This design comes from an exercise in tuning for small area on the open sky130 flow, not from production work. Function not checked in this run: the RTL went through the layout flow alone. Power is estimated from default activity; no workload was simulated.

===== flow/run.sh =====
#!/bin/bash
# synth_recipe.tcl (not shown) runs the flow's synth.tcl, then flattens the netlist and writes it again
# the make line also repeats each setting of config.mk as NAME=value (left out here)
make -C /OpenROAD-flow-scripts/flow DESIGN_CONFIG=/design/flow/config.mk WORK_HOME=/design/flow/orfs CLKGATE_MAP_FILE= SYNTH_SCRIPT=/design/flow/synth_recipe.tcl finish

===== flow/design.v =====
module ecb (
    input  wire        clk,
    input  wire        rst,         
    input  wire        in_valid,
    input  wire [7:0]  in_data,
    input  wire        in_last,
    output wire        in_ready,
    output reg         done,
    output reg  [3:0]  status,
    output reg  [63:0] rdata
);
    localparam [7:0] OP_NOP        = 8'h00;
    localparam [7:0] OP_RD         = 8'h01;
    localparam [7:0] OP_FR_BUILD   = 8'h10;
    localparam [7:0] OP_FR_BUILD_T = 8'h11;
    localparam [7:0] OP_FR_VERIFY  = 8'h12;
    localparam [7:0] OP_FR_STATUS  = 8'h13;
    localparam [7:0] OP_CTR_INIT   = 8'h20;
    localparam [7:0] OP_CTR_SAMPLE = 8'h21;
    localparam [7:0] OP_CLS_SETTH  = 8'h30;
    localparam [7:0] OP_CLS_CLASS  = 8'h31;
    localparam [3:0] F_NONE       = 4'd0;
    localparam [3:0] F_ILLEGAL_OP = 4'd1;
    localparam [3:0] F_BAD_LEN    = 4'd2;
    localparam [3:0] F_BAD_LED_OP = 4'd3;
    localparam [3:0] F_NOT_INIT   = 4'd4;
    localparam [3:0] F_NOT_CONFIG = 4'd5;
    localparam [3:0] F_USAGE_NAN  = 4'd6;
    localparam [3:0] F_BAD_REG    = 4'd7;
    localparam [3:0] F_BAD_FIELD  = 4'd8;
    localparam [63:0] U64_MAX = 64'hFFFF_FFFF_FFFF_FFFF;
    reg [7:0]  fault_r;
    reg [7:0]  addr_r;
    reg [15:0] csum_r;
    reg        vok_r;
    reg [15:0] vsum_r;
    reg [7:0]  cframe [0:10];
    reg        st_avail;
    reg [1:0]  st_reason;
    reg [1:0]  st_mode;
    reg [7:0]  st_bright, st_r, st_g, st_b;
    reg [15:0] st_thigh, st_tlow, st_ton, st_toff;
    reg        st_tanom;
    reg [63:0] base_rx, base_tx;
    reg        base_valid;
    reg [63:0] delta_rx, delta_tx;
    reg        delta_valid;
    reg        wrap_rx, wrap_tx;
    reg [7:0]  th_low, th_med, th_high;
    reg        th_valid;
    reg [1:0]  vstate;
    reg        vs_upd;
    localparam MAXLEN = 18;
    reg [7:0] req [0:MAXLEN-1];
    reg [4:0] len;
    reg       exec;               
    assign in_ready = !exec;
    wire accept = in_valid && in_ready;
    integer i;
    always @(posedge clk) begin
        if (accept && len < MAXLEN)
            req[len] <= in_data;
    end
    function [15:0] chk9;
        input [71:0] f;           
        integer k;
        begin
            chk9 = 16'd0;
            for (k = 0; k < 9; k = k + 1)
                chk9 = chk9 + {8'd0, f[71 - 8*k -: 8]};
        end
    endfunction
    function [63:0] wdelta;
        input [63:0] cur;
        input [63:0] prev;
        begin
            if (cur >= prev)
                wdelta = cur - prev;
            else
                wdelta = (U64_MAX - prev) + cur;
        end
    endfunction
    function f64_lt;
        input [63:0] u;
        input [7:0]  t;
        reg   [10:0] e;
        reg   [52:0] m;
        reg   [52:0] ip;
        begin
            e = u[62:52];
            m = {1'b1, u[51:0]};
            if (u[62:0] == 63'd0)             
                f64_lt = (t != 8'd0);
            else if (u[63])                   
                f64_lt = 1'b1;
            else if (e < 11'd1023)            
                f64_lt = (t != 8'd0);
            else if (e >= 11'd1031)           
                f64_lt = 1'b0;
            else begin                        
                ip = m >> (11'd1075 - e);
                f64_lt = (ip[8:0] < {1'b0, t});
            end
        end
    endfunction
    function [1:0] classify;
        input [63:0] u;
        input [7:0]  l, m, h;
        begin
            if (f64_lt(u, l))      classify = 2'd0;
            else if (f64_lt(u, m)) classify = 2'd1;
            else if (f64_lt(u, h)) classify = 2'd2;
            else                   classify = 2'd3;
        end
    endfunction
    wire [7:0] op = req[0];
    reg        op_known;
    reg [4:0]  op_len;
    always @(*) begin
        op_known = 1'b1;
        case (op)
            OP_NOP:        op_len = 5'd1;
            OP_RD:         op_len = 5'd2;
            OP_FR_BUILD:   op_len = 5'd7;
            OP_FR_BUILD_T: op_len = 5'd7;
            OP_FR_VERIFY:  op_len = 5'd13;
            OP_FR_STATUS:  op_len = 5'd13;
            OP_CTR_INIT:   op_len = 5'd17;
            OP_CTR_SAMPLE: op_len = 5'd18;
            OP_CLS_SETTH:  op_len = 5'd4;
            OP_CLS_CLASS:  op_len = 5'd10;
            default: begin op_known = 1'b0; op_len = 5'd0; end
        endcase
    end
    reg [63:0] rd_val;
    reg        rd_ok;
    always @(*) begin
        rd_ok  = 1'b1;
        rd_val = 64'd0;
        case (req[1])
            8'h00: rd_val = {60'd0, status};
            8'h01: rd_val = {56'd0, fault_r};
            8'h10: rd_val = {56'd0, addr_r};
            8'h11: rd_val = {48'd0, csum_r};
            8'h12: rd_val = {63'd0, vok_r};
            8'h13: rd_val = {48'd0, vsum_r};
            8'h20: rd_val = {56'd0, cframe[0]};
            8'h21: rd_val = {56'd0, cframe[1]};
            8'h22: rd_val = {56'd0, cframe[2]};
            8'h23: rd_val = {56'd0, cframe[3]};
            8'h24: rd_val = {56'd0, cframe[4]};
            8'h25: rd_val = {56'd0, cframe[5]};
            8'h26: rd_val = {56'd0, cframe[6]};
            8'h27: rd_val = {56'd0, cframe[7]};
            8'h28: rd_val = {56'd0, cframe[8]};
            8'h29: rd_val = {56'd0, cframe[9]};
            8'h2A: rd_val = {56'd0, cframe[10]};
            8'h30: rd_val = {63'd0, st_avail};
            8'h31: rd_val = {62'd0, st_reason};
            8'h32: rd_val = {62'd0, st_mode};
            8'h33: rd_val = {56'd0, st_bright};
            8'h34: rd_val = {56'd0, st_r};
            8'h35: rd_val = {56'd0, st_g};
            8'h36: rd_val = {56'd0, st_b};
            8'h37: rd_val = {48'd0, st_thigh};
            8'h38: rd_val = {48'd0, st_tlow};
            8'h39: rd_val = {48'd0, st_ton};
            8'h3A: rd_val = {48'd0, st_toff};
            8'h3B: rd_val = {63'd0, st_tanom};
            8'h40: rd_val = base_rx;
            8'h41: rd_val = base_tx;
            8'h42: rd_val = {63'd0, base_valid};
            8'h43: rd_val = delta_rx;
            8'h44: rd_val = delta_tx;
            8'h45: rd_val = {63'd0, delta_valid};
            8'h46: rd_val = {63'd0, wrap_rx};
            8'h47: rd_val = {63'd0, wrap_tx};
            8'h50: rd_val = {56'd0, th_low};
            8'h51: rd_val = {56'd0, th_med};
            8'h52: rd_val = {56'd0, th_high};
            8'h53: rd_val = {63'd0, th_valid};
            8'h54: rd_val = {62'd0, vstate};
            8'h55: rd_val = {63'd0, vs_upd};
            default: rd_ok = 1'b0;
        endcase
    end
    wire [7:0]  b_opc   = req[2];
    wire [15:0] t_on    = {req[3], req[4]};
    wire [15:0] t_off   = {req[5], req[6]};
    wire [15:0] t_high  = t_on + t_off;
    wire [7:0]  flags   = req[1];
    wire [7:0]  rlen    = req[1];
    wire [63:0] init_rx = {req[1], req[2], req[3], req[4], req[5], req[6], req[7], req[8]};
    wire [63:0] init_tx = {req[9], req[10], req[11], req[12], req[13], req[14], req[15], req[16]};
    wire [63:0] smp_rx  = {req[2], req[3], req[4], req[5], req[6], req[7], req[8], req[9]};
    wire [63:0] smp_tx  = {req[10], req[11], req[12], req[13], req[14], req[15], req[16], req[17]};
    wire [63:0] usage   = {req[2], req[3], req[4], req[5], req[6], req[7], req[8], req[9]};
    wire        usage_nan = (usage[62:52] == 11'h7FF) && (usage[51:0] != 52'd0);
    wire [71:0] build_f = (op == OP_FR_BUILD_T)
                        ? {8'hA0, 8'h01, 8'h00, 8'h00, b_opc, t_high, t_on}
                        : {8'hA0, 8'h01, 8'h00, 8'h00, b_opc, req[3], req[4], req[5], req[6]};
    wire [15:0] build_s = chk9(build_f);
    wire [71:0] rx_f    = {req[2], req[3], req[4], req[5], req[6], req[7], req[8], req[9], req[10]};
    wire [15:0] rx_s    = chk9(rx_f);
    wire [15:0] rx_trl  = {req[11], req[12]};
    wire        rx_ok   = (rlen == 8'd11) && (rx_s != 16'd0) && (rx_s == rx_trl);
    wire [15:0] rx_thigh = {req[7], req[8]};
    wire [15:0] rx_tlow  = {req[9], req[10]};
    reg [3:0] fcode;
    always @(*) begin
        fcode = F_NONE;
        if (!op_known)
            fcode = F_ILLEGAL_OP;
        else if (len != op_len)
            fcode = F_BAD_LEN;
        else if ((op == OP_CTR_SAMPLE || op == OP_CLS_CLASS) && flags[7:1] != 7'd0)
            fcode = F_BAD_FIELD;
        else begin
            case (op)
                OP_RD:
                    if (!rd_ok) fcode = F_BAD_REG;
                OP_FR_BUILD:
                    if (b_opc < 8'h01 || b_opc > 8'h05) fcode = F_BAD_LED_OP;
                OP_FR_BUILD_T:
                    if (b_opc != 8'h04 && b_opc != 8'h05) fcode = F_BAD_LED_OP;
                OP_CTR_SAMPLE:
                    if (!base_valid) fcode = F_NOT_INIT;
                OP_CLS_CLASS:
                    if (flags[0]) begin
                        if (!th_valid)      fcode = F_NOT_CONFIG;
                        else if (usage_nan) fcode = F_USAGE_NAN;
                    end
                default: ;
            endcase
        end
    end
    wire ok = (fcode == F_NONE);
    always @(posedge clk) begin
        if (rst) begin
            len    <= 5'd0;
            exec   <= 1'b0;
            done   <= 1'b0;
            status <= 4'd0;
            rdata  <= 64'd0;
            fault_r <= 8'd0;
            addr_r  <= 8'd0;
            csum_r  <= 16'd0;
            vok_r   <= 1'b0;
            vsum_r  <= 16'd0;
            for (i = 0; i < 11; i = i + 1)
                cframe[i] <= 8'd0;
            st_avail  <= 1'b0;
            st_reason <= 2'd0;
            st_mode   <= 2'd0;
            st_bright <= 8'd0;
            st_r      <= 8'd0;
            st_g      <= 8'd0;
            st_b      <= 8'd0;
            st_thigh  <= 16'd0;
            st_tlow   <= 16'd0;
            st_ton    <= 16'd0;
            st_toff   <= 16'd0;
            st_tanom  <= 1'b0;
            base_rx     <= 64'd0;
            base_tx     <= 64'd0;
            base_valid  <= 1'b0;
            delta_rx    <= 64'd0;
            delta_tx    <= 64'd0;
            delta_valid <= 1'b0;
            wrap_rx     <= 1'b0;
            wrap_tx     <= 1'b0;
            th_low   <= 8'd0;
            th_med   <= 8'd0;
            th_high  <= 8'd0;
            th_valid <= 1'b0;
            vstate   <= 2'd0;
            vs_upd   <= 1'b0;
        end else begin
            done <= 1'b0;
            if (accept) begin
                if (len != 5'd31)
                    len <= len + 5'd1;
                if (in_last)
                    exec <= 1'b1;
            end
            if (exec) begin
                exec   <= 1'b0;
                len    <= 5'd0;
                done   <= 1'b1;
                status <= fcode;
                if (!ok)
                    fault_r <= fault_r | (8'd1 << (fcode - 4'd1));
                else begin
                    case (op)
                        OP_RD:
                            rdata <= rd_val;
                        OP_FR_BUILD, OP_FR_BUILD_T: begin
                            for (i = 0; i < 9; i = i + 1)
                                cframe[i] <= build_f[71 - 8*i -: 8];
                            cframe[9]  <= build_s[15:8];
                            cframe[10] <= build_s[7:0];
                            csum_r <= build_s;
                            addr_r <= req[1];
                        end
                        OP_FR_VERIFY: begin
                            vsum_r <= rx_s;
                            vok_r  <= rx_ok;
                        end
                        OP_FR_STATUS: begin
                            vsum_r <= rx_s;
                            vok_r  <= rx_ok;
                            if (rx_ok && req[2] <= 8'd3) begin
                                st_avail  <= 1'b1;
                                st_reason <= 2'd0;
                                st_mode   <= req[2][1:0];
                                st_bright <= req[3];
                                st_r      <= req[4];
                                st_g      <= req[5];
                                st_b      <= req[6];
                                st_thigh  <= rx_thigh;
                                st_tlow   <= rx_tlow;
                                st_ton    <= rx_tlow;
                                st_toff   <= rx_thigh - rx_tlow;
                                st_tanom  <= (rx_thigh < rx_tlow);
                            end else begin
                                st_avail  <= 1'b0;
                                if (rlen != 8'd11)
                                    st_reason <= 2'd1;    
                                else if (!rx_ok)
                                    st_reason <= 2'd2;    
                                else
                                    st_reason <= 2'd3;    
                                st_mode   <= 2'd0;
                                st_bright <= 8'd0;
                                st_r      <= 8'd0;
                                st_g      <= 8'd0;
                                st_b      <= 8'd0;
                                st_thigh  <= 16'd0;
                                st_tlow   <= 16'd0;
                                st_ton    <= 16'd0;
                                st_toff   <= 16'd0;
                                st_tanom  <= 1'b0;
                            end
                        end
                        OP_CTR_INIT: begin
                            base_rx     <= init_rx;
                            base_tx     <= init_tx;
                            base_valid  <= 1'b1;
                            delta_rx    <= 64'd0;
                            delta_tx    <= 64'd0;
                            delta_valid <= 1'b0;
                            wrap_rx     <= 1'b0;
                            wrap_tx     <= 1'b0;
                        end
                        OP_CTR_SAMPLE: begin
                            delta_rx    <= wdelta(smp_rx, base_rx);
                            delta_tx    <= wdelta(smp_tx, base_tx);
                            wrap_rx     <= (smp_rx < base_rx);
                            wrap_tx     <= (smp_tx < base_tx);
                            delta_valid <= !flags[0];
                            base_rx     <= smp_rx;
                            base_tx     <= smp_tx;
                        end
                        OP_CLS_SETTH: begin
                            th_low   <= req[1];
                            th_med   <= req[2];
                            th_high  <= req[3];
                            th_valid <= 1'b1;
                        end
                        OP_CLS_CLASS: begin
                            if (flags[0]) begin
                                vstate <= classify(usage, th_low, th_med, th_high);
                                vs_upd <= 1'b1;
                            end else
                                vs_upd <= 1'b0;
                        end
                        default: ;    
                    endcase
                end
            end
        end
    end
endmodule

===== flow/config.mk =====
export PLATFORM = sky130hd
export DESIGN_NAME = ecb
export DESIGN_NICKNAME = ecb
export VERILOG_FILES = /design/flow/design.v
export SDC_FILE = /design/flow/constraint.sdc
export NUM_CORES = 4
export LEC_CHECK = 0
export CAP_MARGIN = 20
export CORE_MARGIN = 2
export CORE_UTILIZATION = 40
export SLEW_MARGIN = 20

===== flow/constraint.sdc =====
create_clock -name core_clock -period 10.0 [get_ports {clk}]
set_input_delay 2.0000 -clock core_clock [delete_from_list [all_inputs] [get_ports {clk}]]
set_output_delay 2.0000 -clock core_clock [all_outputs]
set_load 0.01 [all_outputs]

==> flow_metrics.env <==
export IMPL_yosys_top_cells_area="dfxtp_1 (25%), edfxtp_1 (10%), ha_1 (6.3%)"
export IMPL_io_pins=82
export IMPL_multiInputGateArea_mm2=0.0256
export IMPL_antenna_found_initial=10
export IMPL_cp_cell_sequence="fa_1 > inv_1 > fa_1 > fa_1 > fa_1 > inv_1 > ha_1 > inv_1 > fa_1 > nor2b_1 > o21ai_0 > a21boi_0 > o21ai_0 > a21boi_0 > o21ai_0 > a21boi_0 > nor3_1 > nor3b_1 > o2111ai_1 > nor3_4 > buf_4 > a22oi_1 > nor2_1"
export IMPL_core_area_mm2=0.107
export IMPL_path_class="reg2reg"
export IMPL_status="finished clean"
export IMPL_yosysMostFrequentCell="nand2_1"
export IMPL_synth_common_cells="nand2_1 (694), nor2_1 (612), dfxtp_1 (530)"
export IMPL_fmaxAchievable_ghz=0.146
export IMPL_place_port_buffers=81
export IMPL_rsz0062_at_grt="false"
export IMPL_clkLatencyLatePin_ps=700
export IMPL_ir_worst_vdd_mv=0.139
export IMPL_routedWlPerCell_um=30.3
export IMPL_hold_viol=0
export IMPL_cp_arrival_ps=7470
export IMPL_cts_hold_buf=0
export IMPL_placedCellCount=6433
export IMPL_skew_ps=46.4
export IMPL_vias=42000
export IMPL_p_leak_nw=16.9
export IMPL_fillCellCount=10600
export IMPL_cts_buffers=80
export IMPL_layout_area_seq_mm2=0.0149
export IMPL_required_ps=10610
export IMPL_die_w_um=333
export IMPL_grt_max_degree=198
export IMPL_syn_inst=5219
export IMPL_setup_tns_ps=0
export IMPL_routed_via_density=6.37
export IMPL_cp_top_family="adder cells"
export IMPL_synth_top_area_share_pct=24.6
export IMPL_dpl_hpwl_um=146000
export IMPL_timing_rr_start="req[8][2]"
export IMPL_syn_avg_cell_area_um2=8.28
export IMPL_yosys_warnings=2
export IMPL_synth_area_mm2=0.0432
export IMPL_utilization_pct=44.8
export IMPL_die_area_mm2=0.111
export IMPL_path_max_fanout=29
export IMPL_hp_start="delta_tx[33]"
export IMPL_crit_top_cell="fa_1"
export IMPL_cts_repair_timing_setup_buffer_count=0
export IMPL_gp_congestion=1.02
export IMPL_synth_top_area_cell="dfxtp_1"
export IMPL_hold_depth=2
export IMPL_clock_sinks=674
export IMPL_cts_root_buf="clkbuf_16"
export IMPL_place_area_mm2=0.0452
export IMPL_row_count=120
export IMPL_area_growth_pct=11.0
export IMPL_reg2reg_to="st_g[1]"
export IMPL_cts_path_max_buffers=3
export IMPL_cts_tree="done"
export IMPL_synth_edf_count=144
export IMPL_powerDensity_mw_per_mm2=130
export IMPL_reg2regPathDepth=23
export IMPL_syn_nets=5531
export IMPL_p_total_mw=6.22
export IMPL_grt_ovfl_total=0
export IMPL_cts_resized=0
export IMPL_fin_area_mm2=0.0479
export IMPL_cp_slowest_cell="edfxtp_1"
export IMPL_first_iter_violations=6380
export IMPL_drive_above_1_share_pct=6.78
export IMPL_cp_num_buf_inv=4
export IMPL_die_height_um=333
export IMPL_clk_pin_slew_ps=60
export IMPL_hp_class="reg2reg"
export IMPL_reg2reg_setup_slack_ps=3140
export IMPL_setup_viol=0
export IMPL_wl_um=200000
export IMPL_maxCapViolations=0
export IMPL_htreeDepth=3
export IMPL_critPathCaptureType="flip-flop"
export IMPL_synth_seq_cells=674
export IMPL_async_reset_ff_share_pct=0
export IMPL_ys_flop_type="dfxtp_1"
export IMPL_hold_end="delta_tx[33]"
export IMPL_initial_utilization_pct=40.4
export IMPL_layout_min_cycle_time_ps=6860
export IMPL_post_route_drc_count=0
export IMPL_drtAntennaViolNets=0
export IMPL_ys_seq_area_share_pct=34.6
export IMPL_slew_violations=0
export IMPL_max_slew_margin_rel_pct=13.4
export IMPL_grt_pass1_wl_um=284000
export IMPL_dr_pass1_iters=9
export IMPL_track_usage_pct=35.1
export IMPL_max_stage_delay_ps=610
export IMPL_cp_start_kind="flip-flop"
export IMPL_fin_crit_sh_pct=68.6
export IMPL_nets=5425
export IMPL_instances_no_fill=6589
export IMPL_ys_types=97
export IMPL_grt_pass1_vias=38800
export IMPL_tightest_slew_ps=1290
cell usage in the layout, fill, tap and decap left out, types with 15 or more instances in the layout:
cell	n
nand2_1	692
nor2_1	604
dfxtp_1	530
a21oi_1	397
inv_1	329
a22oi_1	281
ha_1	215
a311oi_1	178
o21ai_0	155
edfxtp_1	144
buf_4	104
xnor2_1	100
a21o_1	89
nand3_1	84
fa_1	84
clkbuf_16	82
clkdlybuf4s50_1	75
xor2_1	74
nand4_1	70
mux2i_1	69
nor3_1	66
o21bai_1	62
a211oi_1	58
o21ai_1	45
mux4_2	40
nor4_1	33
a31oi_1	31
nor2b_1	30
a221oi_1	28
and3_1	23
nand2b_1	20
o31ai_1	20
clkbuf_1	19
o21a_1	18
nor3b_1	16
a222oi_1	15
layer usage:
| metal | GRT usage, % | up-vias | part of all wire (%) | routed length, um |
|---|---|---|---|---|
| li1 | - | 18600 | - | - |
| met1 | 49.0 | 20600 | 42 | 84600 |
| met2 | 51.9 | 2442 | 42 | 84500 |
| met3 | 8.02 | 416 | 11 | 21100 |
| met4 | 14.4 | 4 | 4.6 | 9270 |
| met5 | 0 | - | 0.028 | 55 |
power by group:
part | leakage, nW | total, mW | internal (mW) | switching (mW)
Clock | 1.34 | 3.18 | 1.86 | 1.32
Sequential | 5.57 | 2.80 | 2.78 | 0.0139
Combinational | 10.0 | 0.250 | 0.0644 | 0.185
Total | 16.9 | 6.22 | 4.71 | 1.52
area by class of cell:
cell class,count,area share [%]
Antenna cell,7,0.0365
Clock buffer,109,4.66
Clock inverter,39,1.09
Inverter,330,2.58
Multi-Input combinational cell,3838,53.4
Sequential cell,674,31.1
Tap cell,1403,3.66
Timing Repair Buffer,189,3.41
worst max path at each step:
stage	slack, ps	end	cells after the start	from
after detailed placement	3240	st_b[4]	23	req[2][1]
after global placement	3270	st_mode[1]	23	req[8][1]
after CTS	3220	st_bright[2]	23	req[8][1]
after global routing	2780	st_bright[0]	23	req[6][0]
after floorplan	4260	vstate[0]	23	req[3][6]
final	3140	st_g[1]	23	req[8][2]
state kept, by name, indices dropped and copies added (netlist names), 12 cells and up:
register and flops:
delta_rx 64, st_toff 16, rdata 64, delta_tx 64, vsum_r 12, req 144, base_rx 64, base_tx 64
st_tlow 16, st_thigh 16, cframe 51
worst reg2reg max path, stage by stage (launching register included):
cell and delay [ps]:
edfxtp_1 610, fa_1 610, inv_1 60, fa_1 500, fa_1 520, fa_1 490
inv_1 70, ha_1 180, inv_1 60, fa_1 400, nor2b_1 120, o21ai_0 110
a21boi_0 240, o21ai_0 140, a21boi_0 250, o21ai_0 130, a21boi_0 440, nor3_1 100
nor3b_1 200, o2111ai_1 290, nor3_4 520, buf_4 440, a22oi_1 130, nor2_1 130
metrics by stage:
stage | setup slack (ps) | hold slack, ps
global placement | 3270 | 433
finish | 3140 | 445
global route | 2780 | 466
detailed placement | 3240 | 439
floorplan | 4260 | 425
CTS | 3220 | 447
kinds of logic (layout without fill, tap and decap cells):
kind of cell,Yosys count,in the layout,synth area share (%)
AOI/OAI and AO/OA,1496,1496,23.5
xor gates and xnor gates,176,176,3.57
adders and majority gates,302,302,10.2
buffers and inverters,707,667,6.46
DFF,674,674,34.6
muxes,127,127,4.27
other,0,7,0
and+or+nand+nor,1737,1737,17.4

-- port drivers added, routing unchanged --
In the flow no input, the clock included, has a driving cell. The finished layout below was timed again as built, in two steps.
Step 1, drivers: a clkbuf_16 drives clk and a buf_2 each remaining input, both assumed.
Step 2 moves the port delays by t, midway between the first and last clock arrival at a register: inputs arrive t later, outputs are due t later. That takes back most of the time a late clock gives input paths.
Slacks: ideal / step 1 / step 2; pairs: ideal / step 1.
t (ns): 0.758
setup slack, ns: 3.144 / 3.144 / 3.144
worst setup path at the end: register to register
worst data-port slew with drivers (ns): 0.05
After both steps this run still meets setup and hold. The setup slack of this run moves by 0.000 ns with the drivers and by 0.000 ns with both steps.
